Context: an optimization exercise on an open-source flow, tuned for small area, a short achievable clock period and few clock cycles. The choices shown serve that exercise and are no tape-out recipe. The RTL was checked by simulation tests, not by an equivalence proof against the original design.

==> inputs of run a <==
==> flow/design.v (excerpt) <==
module s345_rx (
    input  wire         clk,
    input  wire         rst_n,
    input  wire [31:0]  cfg_sync_pattern,
    input  wire [5:0]   cfg_sync_width,
    input  wire [31:0]  cfg_est_num,
    input  wire [15:0]  cfg_est_den,
    input  wire [3:0]   cfg_ch_min,
    input  wire [3:0]   cfg_ch_max,
    input  wire [31:0]  cfg_chan_vendor,
    input  wire [63:0]  cfg_poly,
    input  wire [63:0]  cfg_fxor,
    input  wire [15:0]  cfg_plan_len,
    input  wire [319:0] cfg_plan,
    input  wire         in_valid,
    input  wire         in_level,
    output wire         in_ready,
    output reg          m_valid,
    output wire [1:0]   m_vendor,
    output wire [3:0]   m_channel,
    output wire         m_hdr_present,
    output wire [31:0]  m_header,
    output wire [31:0]  m_txid,
    output wire [7:0]   m_state,
    output reg  [15:0]  cnt_sync,
    output reg  [15:0]  cnt_man_err,
    output reg  [15:0]  cnt_chan_err,
    output reg  [15:0]  cnt_zero_txid,
    output reg  [15:0]  cnt_crc_err
);
    reg  [31:0] smask_c;     
    integer ic;
    always @* begin
        for (ic = 0; ic < 32; ic = ic + 1)
            smask_c[ic] = (ic < cfg_sync_width);
    end
    localparam [2:0] S_SYNC = 3'd0, S_CH = 3'd1, S_HDR = 3'd2, S_TX = 3'd3,
                     S_ST = 3'd4, S_CRC = 3'd5;
    assign in_ready = 1'b1;
    reg  [31:0] e_num;
    reg  [15:0] e_den;
    reg  [5:0]  sw;          
    reg  [4:0]  w_m1;        
    reg  [4:0]  w_m2;        
    reg         rst_r;       
    reg  [4:0]  be;          
    wire [4:0]  v_dl = sw[4:0] - 5'd3;      
    wire        b14  = (v_dl >= 5'd16);
    wire [4:0]  v_lo = b14 ? v_dl - 5'd14 : v_dl;
    reg  [31:0] pat;         
    always @(posedge clk) begin
        pat   <= cfg_sync_pattern & smask_c;
        e_num <= cfg_est_num;
        e_den <= cfg_est_den;
        sw    <= cfg_sync_width;
        w_m1  <= sw[4:0] - 5'd2;
        w_m2  <= sw[4:0] - 5'd3;
        rst_r <= rst_n;
        be    <= {b14, v_lo[3:0]};
    end
    wire        rst = ~rst_r;
    reg         prev;
    reg  [15:0] c;
    reg  [15:0] h1;
    reg  [15:0] hd [0:28];   
    reg  [4:0]  ntr;         
    reg  [20:0] S;
    reg         mode;        
    reg  [20:0] snap;
  ...
export LEC_CHECK = 0
export CAP_MARGIN = 20
export CORE_MARGIN = 2
export CORE_UTILIZATION = 35
export CTS_CLUSTER_DIAMETER = 100
export CTS_CLUSTER_SIZE = 20
export PLACE_DENSITY = 0.6
export SLEW_MARGIN = 20
create_clock -name core_clock -period 36.0 [get_ports {clk}]
standard.sh (not shown) runs the stock make flow with config.mk's settings and CLKGATE_MAP_FILE= SYNTH_SCRIPT=/design/flow/synth_recipe.tcl, a recipe that flattens the netlist after the stock synthesis.
==> flow/flow/run.sh <==
#!/bin/bash
# The standard layout (the standard.sh: ORFS synthesis to finish), with
# one change: the buffers that placement puts on every input and output port
# are sky130_fd_sc_hd__buf_1 instead of the buffer ORFS picks by default
# (clkdlybuf4s50_1, a delay cell).
set -euo pipefail
bash standard.sh finish "BUFFER_PORTS_ARGS=-buffer_cell sky130_fd_sc_hd__buf_1" > standard.log 2>&1
==> inputs of run b, as changes to run a <==
--- a/flow/design.v
+++ b/flow/design.v
@@ -25,18 +25,12 @@
     output reg  [15:0]  cnt_sync,
     output reg  [15:0]  cnt_man_err,
     output reg  [15:0]  cnt_chan_err,
     output reg  [15:0]  cnt_zero_txid,
     output reg  [15:0]  cnt_crc_err
 );
-    reg  [31:0] smask_c;     
-    integer ic;
-    always @* begin
-        for (ic = 0; ic < 32; ic = ic + 1)
-            smask_c[ic] = (ic < cfg_sync_width);
-    end
     localparam [2:0] S_SYNC = 3'd0, S_CH = 3'd1, S_HDR = 3'd2, S_TX = 3'd3,
                      S_ST = 3'd4, S_CRC = 3'd5;
     assign in_ready = 1'b1;
     reg  [31:0] e_num;
     reg  [15:0] e_den;
     reg  [5:0]  sw;          
@@ -44,15 +38,13 @@
     reg  [4:0]  w_m2;        
     reg         rst_r;       
     reg  [4:0]  be;          
     wire [4:0]  v_dl = sw[4:0] - 5'd3;      
     wire        b14  = (v_dl >= 5'd16);
     wire [4:0]  v_lo = b14 ? v_dl - 5'd14 : v_dl;
-    reg  [31:0] pat;         
     always @(posedge clk) begin
-        pat   <= cfg_sync_pattern & smask_c;
         e_num <= cfg_est_num;
         e_den <= cfg_est_den;
         sw    <= cfg_sync_width;
         w_m1  <= sw[4:0] - 5'd2;
         w_m2  <= sw[4:0] - 5'd3;
         rst_r <= rst_n;
@@ -85,12 +77,14 @@
     reg  [31:0] txid;
     reg  [7:0]  sst;
     reg         pm1, pm2;    
     reg         pz0, pz1;    
     reg         cp_ok;       
     reg  [1:0]  vdc0, vdc1;  
+    reg         e0c0, e0c1;  
+    reg         ne_crc;      
     reg  [1:0]  vend_o;      
     assign m_vendor      = vend_o;
     assign m_channel     = chan;
     assign m_hdr_present = hdr;
     assign m_header      = header;
     assign m_txid        = txid;
@@ -136,17 +130,15 @@
     wire m0      = b ? pz1 : pz0;
     wire [15:0] poly_v = cfg_poly[vend * 16 +: 16];
     wire [15:0] crc_p  = {crc[14:0], b} ^ (crc[15] ? poly_v : 16'd0);
     wire        tz     = (txid[30:0] == 31'd0) & ~b;
     wire [3:0]  idx1   = {1'b0, idx} + 4'd1;
     wire [9:0]  ne     = cfg_plan[{vend, idx1[2:0]} * 10 +: 10];
-    wire [3:0]  ne_len = cfg_plan_len[vend * 4 +: 4];
-    wire        ne_crc = !(idx1 < ne_len && !idx1[3]);
     wire [1:0]  vd_ch  = b ? vdc1 : vdc0;
     wire [9:0]  e0     = cfg_plan[vd_ch * 80 +: 10];
-    wire        e0_crc = (cfg_plan_len[vd_ch * 4 +: 4] == 4'd0);
+    wire        e0_crc = b ? e0c1 : e0c0;
     reg         ev_sync, ev_chan, ev_zero, ev_chk;
     reg  [2:0]  lo_n;
     reg  [1:0]  ev_man;
     reg  [2:0]  st_n;
     reg  [2:0]  idx_n;
     reg  [4:0]  rem_n;
@@ -277,28 +269,33 @@
     reg  [31:0] smask;
     integer i;
     always @* begin
         for (i = 0; i < 32; i = i + 1)
             smask[i] = (i < sw);
     end
+    wire [31:0] pat   = cfg_sync_pattern & smask;
     wire        pm1_d = (({sync_d[30:0], prev_d} & smask) == pat);
     wire        pm2_d = (({sync_d[29:0], prev_d, prev_d} & smask) == pat);
     wire        pz0_d = (pat == 32'd0);
     wire        pz1_d = (pat == 32'd1);
     wire [3:0]  chv_d  = {lo_n, prev_d};
     wire        cpok_d = (chv_d >= cfg_ch_min) && (chv_d <= cfg_ch_max);
+    wire [3:0]  idx1_d = {1'b0, idx_d} + 4'd1;
     wire [1:0]  vdc0_d = cfg_chan_vendor[{lo_n, 1'b0} * 2 +: 2];
     wire [1:0]  vdc1_d = cfg_chan_vendor[{lo_n, 1'b1} * 2 +: 2];
     always @(posedge clk) begin
         pm1    <= pm1_d;
         pm2    <= pm2_d;
         pz0    <= pz0_d;
         pz1    <= pz1_d;
         cp_ok  <= cpok_d;
         vdc0   <= vdc0_d;
         vdc1   <= vdc1_d;
+        e0c0   <= (cfg_plan_len[vdc0_d * 4 +: 4] == 4'd0);
+        e0c1   <= (cfg_plan_len[vdc1_d * 4 +: 4] == 4'd0);
+        ne_crc <= !(idx1_d < cfg_plan_len[vend_d * 4 +: 4] && !idx1_d[3]);
     end
     always @(posedge clk) begin
         prev <= rst ? 1'b0   : prev_d;
         sync <= rst ? 32'd0  : sync_d;
         st   <= rst ? S_SYNC : st_d;
         crc  <= crc_n;
==> flow/config.mk (replaced) <==
export PLATFORM = sky130hd
export DESIGN_NAME = s345_rx
export DESIGN_NICKNAME = s345_rx
export VERILOG_FILES = /design/flow/design.v
export SDC_FILE = /design/flow/constraint.sdc
export NUM_CORES = 4
export LEC_CHECK = 0
export CAP_MARGIN = 20
export CORE_MARGIN = 2
export CORE_UTILIZATION = 55
export CTS_CLUSTER_DIAMETER = 100
export CTS_CLUSTER_SIZE = 20
export PLACE_DENSITY = 0.7
export SLEW_MARGIN = 20
==> inputs of run c, as changes to run a <==
==> flow/design.v (replaced) <==
module s345_rx (
    input  wire         clk,
    input  wire         rst_n,
    input  wire [31:0]  cfg_sync_pattern,
    input  wire [5:0]   cfg_sync_width,
    input  wire [31:0]  cfg_est_num,
    input  wire [15:0]  cfg_est_den,
    input  wire [3:0]   cfg_ch_min,
    input  wire [3:0]   cfg_ch_max,
    input  wire [31:0]  cfg_chan_vendor,
    input  wire [63:0]  cfg_poly,
    input  wire [63:0]  cfg_fxor,
    input  wire [15:0]  cfg_plan_len,
    input  wire [319:0] cfg_plan,
    input  wire         in_valid,
    input  wire         in_level,
    output wire         in_ready,
    output reg          m_valid,
    output wire [1:0]   m_vendor,
    output wire [3:0]   m_channel,
    output wire         m_hdr_present,
    output wire [31:0]  m_header,
    output wire [31:0]  m_txid,
    output wire [7:0]   m_state,
    output reg  [15:0]  cnt_sync,
    output reg  [15:0]  cnt_man_err,
    output reg  [15:0]  cnt_chan_err,
    output reg  [15:0]  cnt_zero_txid,
    output reg  [15:0]  cnt_crc_err
);
    localparam [2:0] S_SYNC = 3'd0, S_CH = 3'd1, S_HDR = 3'd2, S_TX = 3'd3,
                     S_ST = 3'd4, S_CRC = 3'd5;
    assign in_ready = 1'b1;
    reg  [31:0] e_num;
    reg  [15:0] e_den;
    reg  [5:0]  sw;          
    reg         rst_r;       
    always @(posedge clk) begin
        e_num <= cfg_est_num;
        e_den <= cfg_est_den;
        sw    <= cfg_sync_width;
        rst_r <= rst_n;
    end
    wire [4:0]  w_m1 = sw[4:0] - 5'd2;      
    wire [4:0]  w_m2 = sw[4:0] - 5'd3;      
    wire        rst = ~rst_r;
    reg         prev;
    reg  [15:0] c;
    reg  [15:0] h [1:30];
    reg  [4:0]  ntr;         
    reg  [20:0] S;
    reg         mode;        
    reg  [20:0] snap;
    reg  [34:0] q;           
    reg  [2:0]  st;
    reg  [2:0]  idx;
    reg  [4:0]  rem;         
    reg         zc;          
    reg         pv, pl;      
    reg  [31:0] sync;
    reg  [15:0] crc;
    reg  [2:0]  lo;          
    reg         chk;         
    reg         crc_bad;
    reg  [1:0]  vend;
    reg  [3:0]  chan;
    reg         hdr;
    reg  [31:0] header;
    reg  [31:0] txid;
    reg  [7:0]  sst;
    reg         pm1, pm2;    
    reg         pz0, pz1;    
    reg  [2:0]  ne_st;       
    reg  [4:0]  ne_rem;
    reg         ne_zc;
    reg         cp_ok;       
    reg  [1:0]  cp_vd;       
    assign m_vendor      = vend;
    assign m_channel     = chan;
    assign m_hdr_present = hdr;
    assign m_header      = header;
    assign m_txid        = txid;
    assign m_state       = sst;
    reg  v_r, l_r;
    always @(posedge clk) begin
        v_r <= in_valid & rst_n;
        l_r <= in_level;
    end
    wire push  = v_r;
    wire trans = push & (l_r != prev);
    wire b     = prev;
    reg  [15:0] hw;
    integer k;
    always @* begin
        hw = 16'd0;
        for (k = 2; k <= 30; k = k + 1)
            if (w_m1 == k[4:0]) hw = h[k];
    end
    wire [15:0] h1v = (ntr != 5'd0) ? h[1] : 16'd0;
    wire [15:0] hwv = (ntr >= w_m1) ? hw   : 16'd0;
    always @(posedge clk) begin
        if (trans) begin
            h[1] <= c;
            for (k = 2; k <= 30; k = k + 1)
                h[k] <= h[k-1];
        end
    end
    wire [31:0] n1    = mode ? {11'd0, snap} : e_num;
    wire [16:0] d2    = mode ? {11'd0, w_m2, 1'b0} : {e_den, 1'b0};
    wire        czero = (c == 16'd0);
    wire        ge1   = ~q[34];
    wire        ge2   = ~q[34] & (q[33:0] >= {1'b0, n1, 1'b0});
    wire        nz    = ~czero & ge1;           
    wire        n2    = ~czero & ge2;           
    wire [34:0] q1_est  = {17'd0, e_den, 1'b0} - {3'd0, e_num};
    wire [34:0] q1_lk   = {28'd0, w_m2, 1'b0} - {14'd0, S};
    wire [34:0] q1_snap = {28'd0, w_m2, 1'b0} - {14'd0, snap};
    wire [34:0] q1_cur  = mode ? q1_snap : q1_est;
    wire is_sync = (st == S_SYNC);
    wire fld     = (st == S_CH) | (st == S_HDR) | (st == S_TX) | (st == S_ST) | (st == S_CRC);
    wire m0      = b ? pz1 : pz0;
    wire [15:0] poly_v = cfg_poly[vend * 16 +: 16];
    wire [15:0] crc_p  = {crc[14:0], b} ^ (crc[15] ? poly_v : 16'd0);
    wire        tz     = (txid[30:0] == 31'd0) & ~b;
    reg         ev_sync, ev_chan, ev_zero, ev_chk;
    reg  [2:0]  lo_n;
    reg  [1:0]  ev_man;
    reg  [2:0]  st_n;
    reg  [2:0]  idx_n;
    reg  [4:0]  rem_n;
    reg         zc_n, pv_n, pl_n;
    reg  [31:0] sync_n;
    reg  [15:0] crc_n;
    reg  [1:0]  vend_n;
    reg  [3:0]  chan_n;
    reg         hdr_n;
    reg  [31:0] header_n, txid_n;
    reg  [7:0]  sst_n;
    reg         mode_n;
    reg  [20:0] snap_n;
    reg         endf;
    always @* begin
        st_n = st; idx_n = idx; rem_n = rem; zc_n = zc; pv_n = pv; pl_n = pl;
        sync_n = sync; crc_n = crc; vend_n = vend; chan_n = chan; hdr_n = hdr;
        header_n = header; txid_n = txid; sst_n = sst; mode_n = mode; snap_n = snap;
        ev_sync = 1'b0; ev_chan = 1'b0; ev_zero = 1'b0; ev_chk = 1'b0; lo_n = lo;
        ev_man = 2'd0; endf = 1'b0;
        if (trans && nz) begin
            if (is_sync) begin
                if (pm1 || (n2 && pm2)) begin
                    ev_sync = 1'b1;
                    st_n    = S_CH;
                    rem_n   = 5'd4;
                    crc_n   = 16'd0;
                    lo_n    = 3'd0;
                    mode_n  = 1'b1;
                    snap_n  = S;
                end
                sync_n = (n2 && !pm1) ? {sync[29:0], b, b} : {sync[30:0], b};
                if (n2 && pm1) begin
                    pv_n = 1'b1;
                    pl_n = b;
                end
            end else if (fld) begin
                if (!pv) begin
                    pv_n = 1'b1;
                    pl_n = b;
                    ev_man = {1'b0, n2};
                end else if (pl == b) begin
                    ev_man = n2 ? 2'd2 : 2'd1;
                end else begin
                    pv_n  = 1'b0;
                    crc_n = crc_p;
                    lo_n  = {lo[1:0], b};
                    case (st)
                        S_HDR: begin header_n = {header[30:0], b}; hdr_n = 1'b1; end
                        S_TX:  txid_n = {txid[30:0], b};
                        S_ST:  sst_n  = {sst[6:0], b};
                        default: ;
                    endcase
                    if (rem != 5'd1) begin
                        rem_n = rem - 5'd1;
                    end else begin
                        case (st)
                            S_CH: begin
                                if (cp_ok) begin
                                    vend_n   = cp_vd;
                                    chan_n   = {lo, b};
                                    hdr_n    = 1'b0;
                                    header_n = 32'd0;
                                    txid_n   = 32'd0;
                                    sst_n    = 8'd0;
                                end else begin
                                    ev_chan = 1'b1;
                                    endf    = 1'b1;
                                end
                            end
                            S_TX: begin
                                if (zc && tz) begin
                                    ev_zero = 1'b1;
                                    endf    = 1'b1;
                                end
                            end
                            S_CRC: begin
                                ev_chk = 1'b1;       
                                endf   = 1'b1;
                            end
                            default: ;
                        endcase
                        idx_n = (st == S_CH) ? 3'd0 : idx + 3'd1;
                        st_n  = ne_st;
                        rem_n = ne_rem;
                        zc_n  = ne_zc;
                    end
                    if (endf) begin
                        st_n   = S_SYNC;
                        sync_n = 32'd0;
                        mode_n = 1'b0;
                        if (n2) begin
                            sync_n = {31'd0, b};
                            if (m0) begin
                                ev_sync = 1'b1;
                                st_n    = S_CH;
                                rem_n   = 5'd4;
                                crc_n   = 16'd0;
                                lo_n    = 3'd0;
                                mode_n  = 1'b1;
                                snap_n  = S;
                            end
                        end
                    end else if (n2) begin
                        pv_n = 1'b1;
                        pl_n = b;
                    end
                end
            end
        end
    end
    wire        prev_d = trans ? l_r : prev;
    wire [31:0] sync_d = sync_n;
    wire [2:0]  st_d   = st_n;
    wire [1:0]  vend_d = vend_n;
    wire [15:0] fxor_v = cfg_fxor[vend * 16 +: 16];
    wire        crc_eq = (crc == fxor_v);
    wire [2:0]  idx_d  = idx_n;
    reg  [31:0] smask;
    integer i;
    always @* begin
        for (i = 0; i < 32; i = i + 1)
            smask[i] = (i < sw);
    end
    wire [31:0] pat = cfg_sync_pattern & smask;
    wire        pm1_d = (({sync_d[30:0], prev_d} & smask) == pat);
    wire        pm2_d = (({sync_d[29:0], prev_d, prev_d} & smask) == pat);
    wire        pz0_d = (pat == 32'd0);
    wire        pz1_d = (pat == 32'd1);
    wire [3:0]  chv_d  = {lo_n, prev_d};
    wire        cpok_d = (chv_d >= cfg_ch_min) && (chv_d <= cfg_ch_max);
    wire [1:0]  cpvd_d = cfg_chan_vendor[chv_d * 2 +: 2];
    reg  [2:0]  e0_st [0:3];
    reg  [4:0]  e0_rem [0:3];
    reg         e0_zc [0:3];
    integer v;
    always @* begin
        for (v = 0; v < 4; v = v + 1) begin
            e0_st[v]  = (cfg_plan_len[v*4 +: 4] == 4'd0) ? S_CRC : cfg_plan[v*80 +: 3];
            e0_rem[v] = (cfg_plan_len[v*4 +: 4] == 4'd0) ? 5'd16 : cfg_plan[v*80+4 +: 5];
            e0_zc[v]  = cfg_plan[v*80+3];
        end
    end
    wire [3:0]  lk_i   = {1'b0, idx_d} + 4'd1;
    wire [3:0]  lk_len = cfg_plan_len[vend_d * 4 +: 4];
    wire [9:0]  lk_ent = cfg_plan[{vend_d, lk_i[2:0]} * 10 +: 10];
    wire        lk_crc = !(lk_i < lk_len && !lk_i[3]);
    wire        in_ch  = (st_d == S_CH);
    always @(posedge clk) begin
        pm1    <= pm1_d;
        pm2    <= pm2_d;
        pz0    <= pz0_d;
        pz1    <= pz1_d;
        cp_ok  <= cpok_d;
        cp_vd  <= cpvd_d;
        ne_st  <= in_ch ? e0_st[cpvd_d]  : lk_crc ? S_CRC : lk_ent[2:0];
        ne_rem <= in_ch ? e0_rem[cpvd_d] : lk_crc ? 5'd16 : lk_ent[8:4];
        ne_zc  <= in_ch ? e0_zc[cpvd_d]  : lk_ent[3];
    end
    always @(posedge clk) begin
        prev <= rst ? 1'b0   : prev_d;
        sync <= rst ? 32'd0  : sync_d;
        st   <= rst ? S_SYNC : st_d;
        crc  <= crc_n;
        lo   <= lo_n;
        vend <= vend_d;
        idx  <= idx_d;
        rem <= rem_n; zc <= zc_n; pl <= pl_n; chan <= chan_n; hdr <= hdr_n;
        header <= header_n; txid <= txid_n; sst <= sst_n; snap <= snap_n;
        if (rst) begin
            c    <= 16'd0;
            ntr  <= 5'd0;
            S    <= 21'd0;
            mode <= 1'b0;
            pv   <= 1'b0;
        end else begin
            pv   <= pv_n;
            mode <= mode_n;
            if (push) begin
                if (trans) begin
                    c <= 16'd1;
                    if (ntr != 5'd31) ntr <= ntr + 5'd1;
                    S <= S + {5'd0, h1v} - {5'd0, hwv};
                    q <= ev_sync ? q1_lk : endf ? q1_est : q1_cur;
                end else if (czero) begin
                    c <= 16'd1;
                    q <= q1_cur;
                end else if (c != 16'hFFFF) begin
                    c <= c + 16'd1;
                    q <= q + {18'd0, d2};
                end
            end
        end
    end
    always @(posedge clk) begin
        if (rst) begin
            m_valid       <= 1'b0;
            chk           <= 1'b0;
            crc_bad       <= 1'b0;
            cnt_sync      <= 16'd0;
            cnt_man_err   <= 16'd0;
            cnt_chan_err  <= 16'd0;
            cnt_zero_txid <= 16'd0;
            cnt_crc_err   <= 16'd0;
        end else begin
            chk           <= ev_chk;
            m_valid       <= chk & crc_eq & rst_n;
            crc_bad       <= chk & ~crc_eq;
            cnt_sync      <= cnt_sync      + {15'd0, ev_sync};
            cnt_man_err   <= cnt_man_err   + {14'd0, ev_man};
            cnt_chan_err  <= cnt_chan_err  + {15'd0, ev_chan};
            cnt_zero_txid <= cnt_zero_txid + {15'd0, ev_zero};
            cnt_crc_err   <= cnt_crc_err   + {15'd0, crc_bad};
        end
    end
endmodule
==> flow/run.sh (new file) <==
#!/bin/bash
# synth_recipe.tcl (not shown) runs the flow's synth.tcl, then flattens the netlist and writes it again
# the make line also repeats each setting of config.mk as NAME=value (left out here)
make -C /OpenROAD-flow-scripts/flow DESIGN_CONFIG=/design/flow/config.mk WORK_HOME=/design/flow/orfs CLKGATE_MAP_FILE= SYNTH_SCRIPT=/design/flow/synth_recipe.tcl finish
--- a/flow/config.mk
+++ b/flow/config.mk
@@ -5,10 +5,8 @@
 export SDC_FILE = /design/flow/constraint.sdc
 export NUM_CORES = 4
 export LEC_CHECK = 0
 export CAP_MARGIN = 20
 export CORE_MARGIN = 2
 export CORE_UTILIZATION = 35
-export CTS_CLUSTER_DIAMETER = 100
-export CTS_CLUSTER_SIZE = 20
 export PLACE_DENSITY = 0.6
 export SLEW_MARGIN = 20
removed: flow/flow/run.sh
removed: flow/standard.sh
==> impl_metrics.csv <==
group,metric,value,unit
final_layout,buffers_excl_clock,773,
final_layout,regArea,24600,um2
route,vias,29911,
synthesis,ys_seq_area_share,57.9,%
synthesis,yosys_warnings,2,
sta,worst_pin_slew,1.12,ns
cts,clk_latency,0.70,ns
final_layout,multi_input_area_share,34.6,%
run_status,status,"complete, no violations",
final_layout,n_all_inverters,129,
final_layout,num-multi-input-gates,2185,
sta,period_share,25.3,%
final_layout,max_flop_register,"hd",
route,wl_per_cell,22.6,um
final_layout,seq_cell_count,920,
hold_path,hold_path_end,"hd[27][1]",
(the above is from run a)
==> impl_metrics.csv <==
group,metric,value,unit
synthesis,ys_seq_area_share,57.7,%
final_layout,n_all_inverters,126,
final_layout,num-multi-input-gates,2029,
route,wl_per_cell,26.5,um
route,vias,28964,
final_layout,max_flop_register,"hd",
sta,worst_pin_slew,1.16,ns
cts,clk_latency,0.64,ns
final_layout,buffers_excl_clock,770,
synthesis,yosys_warnings,2,
hold_path,hold_path_end,"hd[11][3]",
run_status,status,"complete, no violations",
(the above is from run b)
==> impl_metrics.csv <==
group,metric,value,unit
run_status,status,"complete, no violations",
final_layout,buffers_excl_clock,805,
synthesis,ys_seq_area_share,50.3,%
synthesis,yosys_warnings,5,
sta,worst_pin_slew,1.17,ns
sta,period_share,27.1,%
final_layout,seq_cell_count,879,
cts,clk_latency,0.72,ns
(the above is from run c)
Testbench counts of run a, summed over its fixed seeds: cycles 113,360.
Testbench counts of run b, summed over its fixed seeds: cycles 113,360.
Testbench counts of run c, summed over its fixed seeds: cycles 113,360.

-- separate check: timing with driven ports --
No port has a modelled driver above. Below, the same layouts with a new extraction and two added sets of constraints. Step 1 sets driving cells, clkbuf_16 on the clock port and buf_2 on the other inputs (assumed; they add their load-dependent delay and slew). Step 2, shift: input delay + t, output delay - t, t = (earliest + latest rising clock arrival at the registers) / 2. This alone moves slack from input paths to output paths. Slacks: ideal ports / drivers / drivers and shift; pairs: ideal ports / drivers.
run	shift t [ns]	slack for setup (ns)	hold slack, ns	clock arrival spread, ns	worst slew at a driven data input, ns
run a	0.742	26.889 / 26.936 / 26.194	0.394 / 0.394 / 0.394	0.058 / 0.058	0.17
run b	0.698	26.882 / 26.908 / 26.210	0.407 / 0.407 / 0.407	0.027 / 0.028	0.31
run c	0.778	26.247 / 26.171 / 25.661	0.414 / 0.414 / 0.414	0.039 / 0.039	0.24
After both steps setup and hold are still met in every run listed. The setup slack of run a, which loses most, moves by +0.047 ns with the drivers and by -0.695 ns with both steps.
